What follows belongs to an exercise in optimizing a design on an open flow for small area; a production flow would make more cautious choices. The RTL was checked by simulation tests, not by an equivalence proof against the original design. No activity file was given, so power comes from the tool's default toggle rates.

==> flow/design.v <==
module meter_b (
    input  wire        clk,
    input  wire        rst,
    input  wire        rx_valid,
    input  wire [7:0]  rx_data,
    input  wire        clr_minmax,
    input  wire        tick,
    input  wire        cond_reset,
    input  wire [3:0]  cond1_index,
    input  wire [2:0]  cond1_cmp,
    input  wire [24:0] cond1_threshold,
    input  wire [15:0] cond1_duration,
    input  wire [3:0]  cond2_index,
    input  wire [2:0]  cond2_cmp,
    input  wire [24:0] cond2_threshold,
    input  wire [15:0] cond2_duration,
    input  wire [2:0]  rd_idx,
    output wire [24:0] rd_last,
    output wire [24:0] rd_min,
    output wire [24:0] rd_max,
    output reg         cond1_result,
    output reg         cond2_result,
    output reg  [15:0] good_count,
    output reg  [15:0] bad_count
);
    function slt_an;
        input [24:0] a, nb;
        integer j;
        reg q;           
        begin
            q = 1'b1;
            for (j = 0; j < 24; j = j + 1)
                q = (a[j] & nb[j]) | (a[j] & q) | (nb[j] & q);
            slt_an = ~((~a[24] & ~nb[24]) | (~a[24] & q) | (~nb[24] & q));
        end
    endfunction
    function slt_nb;
        input [24:0] na, b;
        integer j;
        reg r;           
        begin
            r = 1'b0;
            for (j = 0; j < 24; j = j + 1)
                r = (na[j] & b[j]) | (na[j] & r) | (b[j] & r);
            slt_nb = (~na[24] & ~b[24]) | (~na[24] & r) | (~b[24] & r);
        end
    endfunction
    function uge16_n;
        input [15:0] na, b;
        integer j;
        reg q;           
        begin
            q = 1'b0;
            for (j = 0; j < 16; j = j + 1)
                q = (na[j] & b[j]) | (na[j] & q) | (b[j] & q);
            uge16_n = ~q;
        end
    endfunction
    reg  [5:0] idx;      
    reg  [7:0] sum;      
    reg  [7:0] sum_n;
    reg  [8:0] sc;
    integer j;
    always @(*) begin
        sc[0] = 1'b0;
        for (j = 0; j < 8; j = j + 1) begin
            sum_n[j]  = sum[j] ^ rx_data[j] ^ sc[j];
            sc[j + 1] = (sum[j] & rx_data[j]) | (sum[j] & sc[j]) | (rx_data[j] & sc[j]);
        end
    end
    wire       idle   = (idx == 6'd0);
    wire       store  = rx_valid & ~idle;
    wire       lastb  = store & (idx == 6'd34);
    wire       ok     = (sum_n == 8'hFF);       
    wire       commit = lastb & ok;
    always @(posedge clk) begin
        if (rst)
            idx <= 6'd0;
        else if (rx_valid) begin
            if (idle) begin
                if (rx_data == 8'h55) idx <= 6'd1;
            end else if (idx == 6'd34)
                idx <= 6'd0;
            else
                idx <= idx + 6'd1;
        end
    end
    always @(posedge clk)
        if (rx_valid) sum <= idle ? 8'h55 : sum_n;
    reg  [7:0] bb [1:21];
    wire [7:0] wbyte = rst ? 8'h00 : rx_data;
    integer k;
    always @(posedge clk)
        for (k = 1; k <= 21; k = k + 1)
            if (rst | (store & (idx == k)))
                bb[k] <= wbyte;
    reg [4:0] t;        
    reg       ty_fr, ty_cnt, ty_tk, ty_rst;
    always @(posedge clk) begin
        if (rst | lastb | tick) begin
            t      <= 5'd0;
            ty_fr  <= ~rst & commit;
            ty_cnt <= rst | lastb;
            ty_tk  <= ~rst & tick;
            ty_rst <= rst;
        end else if (t != 5'd31)
            t <= t + 5'd1;
    end
    reg  cg, cb;       
    wire rot_c = ty_cnt & ~t[4];
    always @(posedge clk) begin
        if (rst | lastb) begin
            cg <= ~rst & ok;
            cb <= ~rst & ~ok;
        end else if (rot_c) begin
            good_count <= {~ty_rst & (good_count[0] ^ cg), good_count[15:1]};
            bad_count  <= {~ty_rst & (bad_count[0] ^ cb), bad_count[15:1]};
            cg <= cg & good_count[0];
            cb <= cb & bad_count[0];
        end
    end
    reg [23:0] last [0:6];
    integer q;
    always @(posedge clk)
        if (commit | (ty_rst & (t == 5'd0)))
            for (q = 0; q < 7; q = q + 1)
                last[q] <= {bb[3*q+1], bb[3*q+2], bb[3*q+3]};
    reg  [24:0] e_sum;
    reg  [24:0] eci, eco;      
    reg  [24:0] ea, eb;
    reg         ec8_q, ec16_q;
    integer m;
    always @(*) begin
        ea = {last[5][23], last[5]};
        eb = {last[6][23], last[6]};
        for (m = 0; m < 25; m = m + 1) begin
            if (m == 0)       eci[m] = 1'b0;
            else if (m == 8)  eci[m] = ec8_q;
            else if (m == 16) eci[m] = ec16_q;
            else              eci[m] = eco[m - 1];
            e_sum[m] = ea[m] ^ eb[m] ^ eci[m];
            eco[m]   = (ea[m] & eb[m]) | (ea[m] & eci[m]) | (eb[m] & eci[m]);
        end
    end
    always @(posedge clk) begin
        ec8_q  <= eco[7];
        ec16_q <= eco[15];
    end
    integer f;
    reg [23:0] nmax_u [0:2];   
    reg [22:0] nmax_s [3:6];   
    reg [23:0] nmax_e;         
    reg [23:0] nmin_s [3:6];   
    reg [24:0] nmin_e;         
    wire       early = (t[4:3] == 2'b00);
    wire [2:0] sel = ~early ? rd_idx :
                     ty_tk  ? (t[0] ? cond2_index[2:0] : cond1_index[2:0]) :
                     t[2:0];
    reg [24:0] L, NMN, NMX;
    always @(*) begin
        case (sel)
            3'd0: L = {1'b0, last[0]};
            3'd1: L = {1'b0, last[1]};
            3'd2: L = {1'b0, last[2]};
            3'd3: L = {last[3][23], last[3]};
            3'd4: L = {last[4][23], last[4]};
            3'd5: L = {last[5][23], last[5]};
            3'd6: L = {last[6][23], last[6]};
            default: L = e_sum;
        endcase
        case (sel)
            3'd0: NMX = {1'b1, nmax_u[0]};
            3'd1: NMX = {1'b1, nmax_u[1]};
            3'd2: NMX = {1'b1, nmax_u[2]};
            3'd3: NMX = {2'b11, nmax_s[3]};
            3'd4: NMX = {2'b11, nmax_s[4]};
            3'd5: NMX = {2'b11, nmax_s[5]};
            3'd6: NMX = {2'b11, nmax_s[6]};
            default: NMX = {1'b1, nmax_e};
        endcase
        case (sel)
            3'd3: NMN = {nmin_s[3][23], nmin_s[3]};
            3'd4: NMN = {nmin_s[4][23], nmin_s[4]};
            3'd5: NMN = {nmin_s[5][23], nmin_s[5]};
            3'd6: NMN = {nmin_s[6][23], nmin_s[6]};
            3'd7: NMN = nmin_e;
            default: NMN = {25{1'b1}};
        endcase
    end
    assign rd_last = L;
    assign rd_min  = ~NMN;
    assign rd_max  = ~NMX;
    wire lt_min = slt_an(L, NMN);      
    wire gt_max = slt_nb(NMX, L);      
    wire        clr  = rst | clr_minmax;
    wire [24:0] NW   = ~L | {25{clr}};       
    wire        mm   = early & ty_fr;
    wire [2:0]  d    = t[2:0];
    always @(posedge clk) begin
        for (f = 0; f < 3; f = f + 1)
            if (clr | (mm & (d == f) & gt_max)) nmax_u[f] <= NW[23:0];
        for (f = 3; f < 7; f = f + 1) begin
            if (clr | (mm & (d == f) & gt_max)) nmax_s[f] <= NW[22:0];
            if (clr | (mm & (d == f) & lt_min)) nmin_s[f] <= NW[23:0];
        end
        if (clr | (mm & (d == 3'd7) & gt_max)) nmax_e <= NW[23:0];
        if (clr | (mm & (d == 3'd7) & lt_min)) nmin_e <= NW;
    end
    wire        c2    = t[0];
    wire [24:0] nth   = ~(c2 ? cond2_threshold : cond1_threshold);
    wire [2:0]  ccmp  = c2 ? cond2_cmp : cond1_cmp;
    wire        cbad  = c2 ? cond2_index[3] : cond1_index[3];
    wire        th_lt = slt_nb(nth, L);   
    wire        th_gt = slt_an(L, nth);   
    reg         hit;
    always @(*) begin
        case (ccmp)
            3'd0:    hit = th_lt;
            3'd1:    hit = ~th_gt;
            3'd2:    hit = ~th_lt & ~th_gt;
            3'd3:    hit = ~th_lt;
            3'd4:    hit = th_gt;
            3'd5:    hit = th_lt | th_gt;
            default: hit = 1'b0;
        endcase
    end
    wire c = ~cbad & hit;
    reg [15:0] nheld1, nheld2;    
    reg        pend1, pend2;
    reg        keep1, keep2, ch1, ch2;
    wire ge1 = uge16_n(nheld1, cond1_duration);
    wire ge2 = uge16_n(nheld2, cond2_duration);
    wire step1 = ty_tk & (t == 5'd0);
    wire step2 = ty_tk & (t == 5'd1);
    wire rot_h = (ty_tk | ty_rst) & (t[4] ^ t[3]);    
    always @(posedge clk) begin
        if (rst) begin
            cond1_result <= 1'b0; pend1 <= 1'b0; keep1 <= 1'b0;
        end else if (cond_reset) begin
            cond1_result <= 1'b0; pend1 <= 1'b1;
        end else if (step1) begin
            if (pend1 | ~c)
                cond1_result <= 1'b0;
            else if (ge1)
                cond1_result <= 1'b1;
            keep1 <= c & ~pend1;
            pend1 <= 1'b0;
        end
    end
    always @(posedge clk) begin
        if (rst) begin
            cond2_result <= 1'b0; pend2 <= 1'b0; keep2 <= 1'b0;
        end else if (cond_reset) begin
            cond2_result <= 1'b0; pend2 <= 1'b1;
        end else if (step2) begin
            if (pend2 | ~c)
                cond2_result <= 1'b0;
            else if (ge2)
                cond2_result <= 1'b1;
            keep2 <= c & ~pend2;
            pend2 <= 1'b0;
        end
    end
    always @(posedge clk) begin
        if (step1 | step2) begin
            ch1 <= 1'b1;
            ch2 <= 1'b1;
        end else if (rot_h) begin
            nheld1 <= {~keep1 | (nheld1[0] ^ ch1), nheld1[15:1]};
            nheld2 <= {~keep2 | (nheld2[0] ^ ch2), nheld2[15:1]};
            ch1    <= ch1 & ~nheld1[0];
            ch2    <= ch2 & ~nheld2[0];
        end
    end
endmodule
==> flow/flow/run.sh <==
#!/bin/bash
# Layout flow: the standard ORFS flow, with three changes to how the
# layout is made:
#  - synthesis maps logic with an area-oriented ABC script (flow/abc_area.script);
#    the registers, their names and cells are those of the standard synthesis
#  - port buffers use the smallest buffer cell
#  - clock tree built from small clock buffers, without dummy loads
# Every tool's output goes to logs in this folder (make.log, orfs/logs/...).
set -euo pipefail
W=$PWD
rm -rf "$W/scripts_mod"
cp -r "$FLOW_HOME/scripts" "$W/scripts_mod"
cp "$W/flow/abc_area.script" "$W/scripts_mod/abc_area.script"

CTS="-sink_clustering_enable -repair_clock_nets -dont_use_dummy_load -buf_list sky130_fd_sc_hd__clkbuf_4 -sink_clustering_size 10 -sink_clustering_max_diameter 50"

make -C "$FLOW_HOME" DESIGN_CONFIG="$FLOW_CONFIG" WORK_HOME="$W/orfs" \
    CLKGATE_MAP_FILE= SYNTH_SCRIPT="$W/synth_recipe.tcl" \
    SCRIPTS_DIR="$W/scripts_mod" \
    BUFFER_PORTS_ARGS="-buffer_cell sky130_fd_sc_hd__buf_1" \
    CTS_ARGS="$CTS" \
    finish > "$W/make.log" 2>&1

R="$W/orfs/results/$FLOW_PLATFORM/meter_b/base"
: # left out here: write the final layout as DEF
==> flow/flow/abc_area.script <==
strash
&get -n
&dch -f
&nf -R 1000
&put
topo
==> flow/standard.sh <==
#!/bin/bash
# synth_recipe.tcl (not shown) runs the flow's synth.tcl, then flattens the netlist and writes it again
# the make line also repeats each setting of config.mk as NAME=value (left out here)
make -C /OpenROAD-flow-scripts/flow DESIGN_CONFIG=/design/flow/config.mk WORK_HOME=/design/flow/orfs CLKGATE_MAP_FILE= SYNTH_SCRIPT=/design/flow/synth_recipe.tcl "${@:-finish}"
==> flow/config.mk <==
export PLATFORM = sky130hd
export DESIGN_NAME = meter_b
export DESIGN_NICKNAME = meter_b
export VERILOG_FILES = /design/flow/design.v
export SDC_FILE = /design/flow/constraint.sdc
export NUM_CORES = 4
export LEC_CHECK = 0
export ABC_AREA = 1
export CAP_MARGIN = 20
export CORE_AREA = 2.3 2.72 253.3 253.2
export DIE_AREA = 0 0 256 256
export PLACE_DENSITY = 0.75
export SLEW_MARGIN = 20
==> flow/constraint.sdc <==
create_clock -name core_clock -period 12.0 [get_ports {clk}]
set_input_delay 2.4000 -clock core_clock [delete_from_list [all_inputs] [get_ports {clk}]]
set_output_delay 2.4000 -clock core_clock [all_outputs]
set_load 0.01 [all_outputs]
==> flow_metrics.tcl, run 1 <==
set metrics [dict create \
    timing.critical_path.fanout_max 5 \
    grt_start_max_net_pins 80 \
    clock_path_buffers 3 \
    synthesis.nets 1777 \
    min_period_ps 11800 \
    die_width_um 256 \
    final-hold-violation-count 0 \
    cp-startpoint "cond1_index[1]" \
    insertion_delay_ps 850 \
    rr_endpoint "nmax_u[1][21]$_DFFE_PP_" \
    synthesized_flop_and_latch_total 744 \
    clk_pin_slew_ps 100 \
    post_synth.cell_area_avg_um2 17.6 \
    ant_nets 0 \
    crit_path_frequent_cell "maj3_2" \
    worst_setup_ep "cond2_result$_SDFFE_PP0P_" \
    final_cell_area_um2 32300 \
    post_synthesis_instance_area_um2 28400 \
    drive_gt1_frac 0.156 \
    yosys_warnings 6 \
    worst_ep_arrival_time_ps 12480 \
    critical_path.endpoint_type "register" \
    post-synth-top-count-cell "edfxtp_1" \
    finalWeightedCongestion 0.876 \
    worstSetupPathType "in2reg" \
    worst_r2r_startpoint "last[5][0]$_DFFE_PP_" \
    irDropWorstVdd_mv 0.0705 \
    num_vias 16883 \
    synth-edff-count 723 \
    cts_tree "yes" \
    slew_headroom 0.278 \
    synth_sequential_area_ratio 0.780 \
    synth_largest_type_area_fraction 0.765 \
    detailedPlacementHpwl_um 45800 \
    outcome "no timing/DRC/antenna violations" \
    placement_rows 92 \
    worst_setup_path_start_kind "input port" \
    nets 2198 \
    via_per_inst 5.86 \
    worstRegToRegCells 33 \
    drv.max_cap_violation_count 0 \
    critical_path.slowest_cell "maj3_2" \
    timing.hold.ws_ps 375 \
    power.total_mw 5.02 \
    sequential_cell_area_um2 22100 \
    drc 0 \
    first_global_vias 17408 \
    cts_made_buffers 87 \
    ys_top_cells_by_count "edfxtp_1, nand2_1, a22oi_1" \
    final_min_period_over_clock_period 0.984 \
    synth_largest_area_cell "edfxtp_1" \
    required_ps 12680 \
    power.density_cell_area_nw_per_um2 155 \
    netlist-cell-type-count 47 \
    max_freq_mhz 84.7 \
    cts.root.buffer_cell "clkbuf_4" \
    number_of_cells_produced_by_synthesis 1617 \
    asr_flop_ratio_synth 0 \
    grt_remaining_overflow 0 \
    reg2reg_slack_ps 930 \
    cts_num_sinks 744 \
    multi_input_gate_area_um2 6320 \
    detailed_route_wire_length_um 68900 \
    cts_max_level 3 \
    layout_overhead_on_the_synthesized_area_pct 13.8 \
    die_h_um 256 \
    critical-path-max-stage-delay_ps 350 \
    first_iter_violations 1963 \
    clock-skew-final_ps 106 \
    grt_setup_unrepaired "yes" \
    drt_pass1_iterations 6 \
    grt_first_pass_wirelength_um 104000 \
    floorplan.initialDensity 0.452 \
    min-delay-path-class "reg2reg" \
    ys_dominant_reg_cell "edfxtp_1" \
    cellLeakagePower_nw 10.2 \
    route.detailed.wl_per_inst_um 23.9 \
    worstMarginPinSlew_ps 1080 \
    detailed_place.area_um2 31600 \
    design.die.area_um2 65500 \
    synth_area_leaders "edfxtp_1, a222oi_1, maj3_1, fa_1, a22oi_1" \
    total_of_fill_cells_in_the_finished_design 5062 \
    aggregate_global_route_resource_usage 0.210 \
    io_buffers 220 \
    setup-violations-final 0 \
    timing_max_transition_violations_final 0 \
    top_level_ports 222 \
    antenna_found_initial 1 \
    coreArea_um2 62700 \
]
power by group:
part / switching (mW) / internal, mW / total [mW]
Sequential: 0.0613 / 3.07 / 3.13
Combinational: 0.509 / 0.296 / 0.806
Clock: 0.750 / 0.334 / 1.08
Total: 1.32 / 3.70 / 5.02
through the flow:
step / utilization / setup TNS (ps) / setup slack [ps] / instances
after detailed placement: 0.503 / -139210 / -743 / 2788
after global placement: 0.503 / -114660 / -577 / 2788
after CTS: 0.514 / 0 / 122 / 2875
after global routing: 0.515 / -67.4 / -67.4 / 2883
final: 0.515 / 0 / 197 / 2883
after floorplan: - / -311740 / -1610 / 1617
layer usage:
metal / up-vias / share of wire / track usage / routed length, um
met5: - / 0 / 0 / 0
met4: 0 / 0.039 / 0.0944 / 2690
met3: 131 / 0.076 / 0.0324 / 5240
met2: 807 / 0.50 / 0.357 / 34400
met1: 8479 / 0.39 / 0.266 / 26600
li1: 7466 / - / - / -
cells by family after synthesis:
family	after synthesis	share of synthesized area
fa+ha+maj	116	0.0527
compound gates	366	0.0969
mux	36	0.0129
buf+inv	67	0.00899
simple gates	281	0.0467
flops	744	0.780
xor+xnor	6	0.00185
other cells	1	0.000132
flip-flops by register name (all words and copies together), names as in the netlist, 16 cells and up:
| name | cells |
|---|---|
| nmax_s | 92 |
| nheld1 | 16 |
| nheld2 | 16 |
| nmin_e | 25 |
| last | 168 |
| nmax_e | 24 |
| bb | 168 |
| nmax_u | 72 |
| good_count | 16 |
| nmin_s | 96 |
| bad_count | 16 |
timing repair:
action,in CTS,in global routing
setup endpoints to repair,0,74
buffers inserted,0,7
gates resized for setup,0,7
hold buffers,0,0
critical path, delay by kind of cell:
| kind | cells | cell delay [ps] |
|---|---|---|
| fa+ha+maj | 24 | 7430 |
| compound gates | 8 | 1400 |
| simple gates | 7 | 840 |
| buf+inv | 3 | 430 |
layout make-up:
class / count / area share
Timing Repair Buffer: 333 / 0.0586
Inverter: 66 / 0.00771
Multi-Input combinational cell: 806 / 0.196
Clock buffer: 87 / 0.0202
Tap cell: 846 / 0.0328
Sequential cell: 744 / 0.685
Antenna cell: 1 / 0.0000775
cells in the final DEF (no fill, tap or decap), types with 18 or more instances in the layout:
| cell | Yosys | routed |
|---|---|---|
| fa_1 | 29 | 29 |
| nand2_1 | 107 | 105 |
| clkinv_1 | 66 | 65 |
| a22oi_1 | 77 | 77 |
| a21oi_1 | 49 | 48 |
| nand3_1 | 40 | 40 |
| a31oi_1 | 20 | 19 |
| maj3_2 | 0 | 69 |
| buf_4 | 1 | 95 |
| buf_1 | 0 | 219 |
| mux2i_1 | 32 | 32 |
| nor2_1 | 47 | 34 |
| ha_1 | 18 | 18 |
| clkbuf_4 | 0 | 87 |
| edfxtp_1 | 723 | 723 |
| a222oi_1 | 71 | 71 |
| dfxtp_1 | 21 | 20 |
| o21ai_0 | 39 | 22 |
| and3_1 | 26 | 26 |
| o22ai_1 | 20 | 19 |
| a221oi_1 | 26 | 26 |
how the worst min path moves through the flow:
stage               slack, ps  cells after the start                     to                 from
global placement          400                      0  last[1][21]$_DFFE_PP_   bb[4][5]$_DFFE_PP_
detailed placement        400                      0  last[0][23]$_DFFE_PP_   bb[1][7]$_DFFE_PP_
finish                    380                      0  last[5][12]$_DFFE_PP_  bb[17][4]$_DFFE_PP_
CTS                       390                      0  last[5][12]$_DFFE_PP_  bb[17][4]$_DFFE_PP_
floorplan                 400                      0   last[0][0]$_DFFE_PP_   bb[3][0]$_DFFE_PP_
global route              380                      0  last[5][12]$_DFFE_PP_  bb[17][4]$_DFFE_PP_
==> run 2, diff against run 1 <==
--- a/flow/config.mk
+++ b/flow/config.mk
@@ -9,5 +9,5 @@
 export CAP_MARGIN = 20
 export CORE_AREA = 2.3 2.72 253.3 253.2
 export DIE_AREA = 0 0 256 256
-export PLACE_DENSITY = 0.75
+export PLACE_DENSITY = 0.6
 export SLEW_MARGIN = 20
==> run 2 against run 1 <==
Still clean. Hold slack improved by 2.2 ps. Clock power increased by 4%. Register-to-register slack improved by 60 ps. Via count decreased by 0.94%. Synthesized cell count unchanged. Sequential power about the same. Count of clock-buffer cells in the layout increased by 4. Combinational power decreased by 0.7%. Routed wire length increased by 3.3%. Utilization about the same. Design area about the same. Highest routed layer unchanged.
==> flow_metrics.tcl, run 2 <==
set metrics [dict create \
    outcome "no timing/DRC/antenna violations" \
    synth_sequential_area_ratio 0.780 \
    die_width_um 256 \
    cts_max_level 3 \
    final_min_period_over_clock_period 0.970 \
    grt_util_met1 0.277 \
    cts_tree "yes" \
    top_level_ports 222 \
    yosys_warnings 6 \
    synthesis.nets 1777 \
    ys_top_cells_by_count "edfxtp_1, nand2_1, a22oi_1" \
    leading_cell_type_in_the_layout_fill_and_taps_excluded "edfxtp_1" \
    ys_dominant_reg_cell "edfxtp_1" \
    critical_path.slowest_cell "maj3_1" \
    die_h_um 256 \
    critical_path.endpoint_type "register" \
    fin_cells 2893 \
    worst_ep_arrival_time_ps 12380 \
    route.detailed.wl_per_inst_um 24.6 \
    placement.setup.worst_slack_ps -638 \
    via_per_inst 5.78 \
    ant_nets 0 \
    fin_ws_ps 362 \
    timing_max_transition_violations_final 0 \
    worstSetupPathType "in2reg" \
    detailed_place.area_um2 31600 \
    synthesized_flop_and_latch_total 744 \
    cts.root.buffer_cell "clkbuf_4" \
    cp-startpoint "cond1_index[1]" \
    min-delay-path-class "reg2reg" \
    irDropWorstVdd_mv 0.0633 \
    required_ps 12740 \
    first_global_vias 17410 \
    num_vias 16724 \
    post_synthesis_instance_area_um2 28400 \
    final_cell_area_um2 32300 \
    max_freq_mhz 85.9 \
    cts_made_buffers 91 \
    number_of_cells_produced_by_synthesis 1617 \
    fin_util 0.515 \
    synth_largest_type_area_fraction 0.765 \
    worstMarginPinSlew_ps 1100 \
    min_period_ps 11640 \
    clock-skew-final_ps 72.7 \
    setup_tns_ps 0 \
    design.die.area_um2 65500 \
    crit_path_frequent_cell "maj3_2" \
    antenna_found_initial 2 \
    synth_largest_area_cell "edfxtp_1" \
    worstHoldStart "bb[14][4]$_DFFE_PP_" \
    drt_pass1_iterations 7 \
    grt_remaining_overflow 0 \
    clock_path_buffers 3 \
    detailedPlacementHpwl_um 46200 \
    critical-path-max-stage-delay_ps 360 \
    drive_gt1_frac 0.157 \
    post_synth.cell_area_avg_um2 17.6 \
    busiest_layer "met2" \
    grt_util_met3 0.0393 \
    placement_rows 92 \
    met2_usage_in_global_routing 0.372 \
    synth_area_leaders "edfxtp_1, a222oi_1, maj3_1, fa_1, a22oi_1" \
    grt_setup_unrepaired "no" \
    worst_r2r_startpoint "last[5][0]$_DFFE_PP_" \
    worst_setup_path_start_kind "input port" \
    nets 2204 \
    synth-edff-count 723 \
    slew_headroom 0.266 \
    io_buffers 220 \
    post-place-cells 2796 \
    finalWeightedCongestion 0.853 \
    aggregate_global_route_resource_usage 0.217 \
    drc 0 \
    setup-violations-final 0 \
    cellLeakagePower_nw 10.2 \
    layout_overhead_on_the_synthesized_area_pct 13.9 \
    power.density_cell_area_nw_per_um2 156 \
    grt_start_max_net_pins 78 \
    first_iter_violations 1564 \
    detailed_route_wire_length_um 71200 \
    biggestRegsByFlops "bb (168), last (168), nmin_s (96)" \
    clk_pin_slew_ps 100 \
    grt_first_pass_wirelength_um 107000 \
    insertion_delay_ps 880 \
    commonest_cells_after_routing_fill_and_taps_aside "edfxtp_1, buf_1, nand2_1" \
    asr_flop_ratio_synth 0 \
    cts_num_sinks 744 \
    drv.max_cap_violation_count 0 \
    floorplan.initialDensity 0.452 \
    timing.critical_path.fanout_max 5 \
    timing.hold.ws_ps 377 \
    final-hold-violation-count 0 \
    coreArea_um2 62700 \
    netlist-cell-type-count 47 \
    power.total_mw 5.05 \
    post-synth-top-count-cell "edfxtp_1" \
]
## run 2: cell count changes in the layout (fill, tap and decap cells not counted), moves of 2 or more
cell,change
buf_4,+4
clkbuf_4,+4
diode_2,+4
nor2_1,+2
nor2_2,-2
## run 2: kinds of logic after synthesis
family	Yosys count	share of synthesized area
adder cells (fa/ha/maj)	116	0.0527
AND/OR/NAND/NOR	281	0.0467
multiplexers	36	0.0129
other	1	0.000132
buffers and inverters	67	0.00899
AO/OA/AOI/OAI	366	0.0969
flip-flops	744	0.780
XOR/XNOR	6	0.00185
## run 2: where the power goes
part	internal [mW]	total, mW	leakage (nW)	switching [mW]
registers	3.07	3.13	6.66	0.0581
clock network	0.348	1.12	0.419	0.769
logic	0.292	0.800	3.09	0.507
total	3.71	5.05	10.2	1.33
## run 2: path summary, 6_finish.rpt
kind                                    end  slack [ps]  depth (start not counted)
setup / recovery  cond2_result$_SDFFE_PP0P_         360                         42
hold reg to reg       last[4][12]$_DFFE_PP_         380                          0
hold / removal        last[4][12]$_DFFE_PP_         380                          0
setup reg to reg     nmax_u[2][1]$_DFFE_PP_         990                         33
## run 2: cell type report
cell class	count	area (um2)
antenna	5	12.5
clock buffer	91	683
inverter	66	249
multi-input combinational	806	6310
timing repair buffer	335	1890
fill	5215	30400
sequential	744	22100
tap	846	1060
## run 2: metal layers
metal	part of all wire	routed length (um)
met5	0	0
met4	0.035	2500
met3	0.057	4060
met2	0.50	35600
met1	0.41	29100
## run 2: critical path, delay by kind of cell
kind,cells,cell delay [ps]
AO/OA/AOI/OAI,8,1260
buffers and inverters,3,410
AND/OR/NAND/NOR,7,900
adder cells (fa/ha/maj),24,7390
## run 2: repair_timing
item                       CTS  global route
buffers inserted             0             1
hold buffers                 0             0
setup endpoints to repair    0             1
resized for setup            0             3

afterwards: timing with drivers on the ports:
The results above use ideal ports. As a check the final layouts listed here were re-extracted and re-timed, cells and wires unchanged. Step 1 (the two cells are an assumption about what drives the block):
set clk [get_ports {clk}]
set_driving_cell -lib_cell sky130_fd_sc_hd__clkbuf_16 $clk
set_driving_cell -lib_cell sky130_fd_sc_hd__buf_2 [delete_from_list [all_inputs] $clk]
Step 2 adds t to the input delays and takes it off the output delays; t is the mean of the earliest and latest rising clock arrival at the registers after step 1. Input paths then give back, and output paths get back, about the clock's delay inside the block. Three values: ideal ports, drivers, drivers and shift; two values: the first two.
| run | shift t [ns] | setup WS [ns] | worst hold slack (ns) | worst setup path after step 2 | latest minus earliest clock arrival (ns) |
|---|---|---|---|---|---|
| run 1 | 0.855 | 0.197 / 0.227 / -0.628 | 0.375 / 0.375 / 0.375 | input to register | 0.106 / 0.106 |
| run 2 | 0.906 | 0.362 / 0.396 / -0.510 | 0.377 / 0.377 / 0.377 | input to register | 0.083 / 0.083 |
With both steps, setup timing fails in run 1 and run 2, where it was met with ideal ports. For run 2, which loses most, drivers alone change the setup slack by +0.034 ns; drivers and shift together by -0.872 ns.
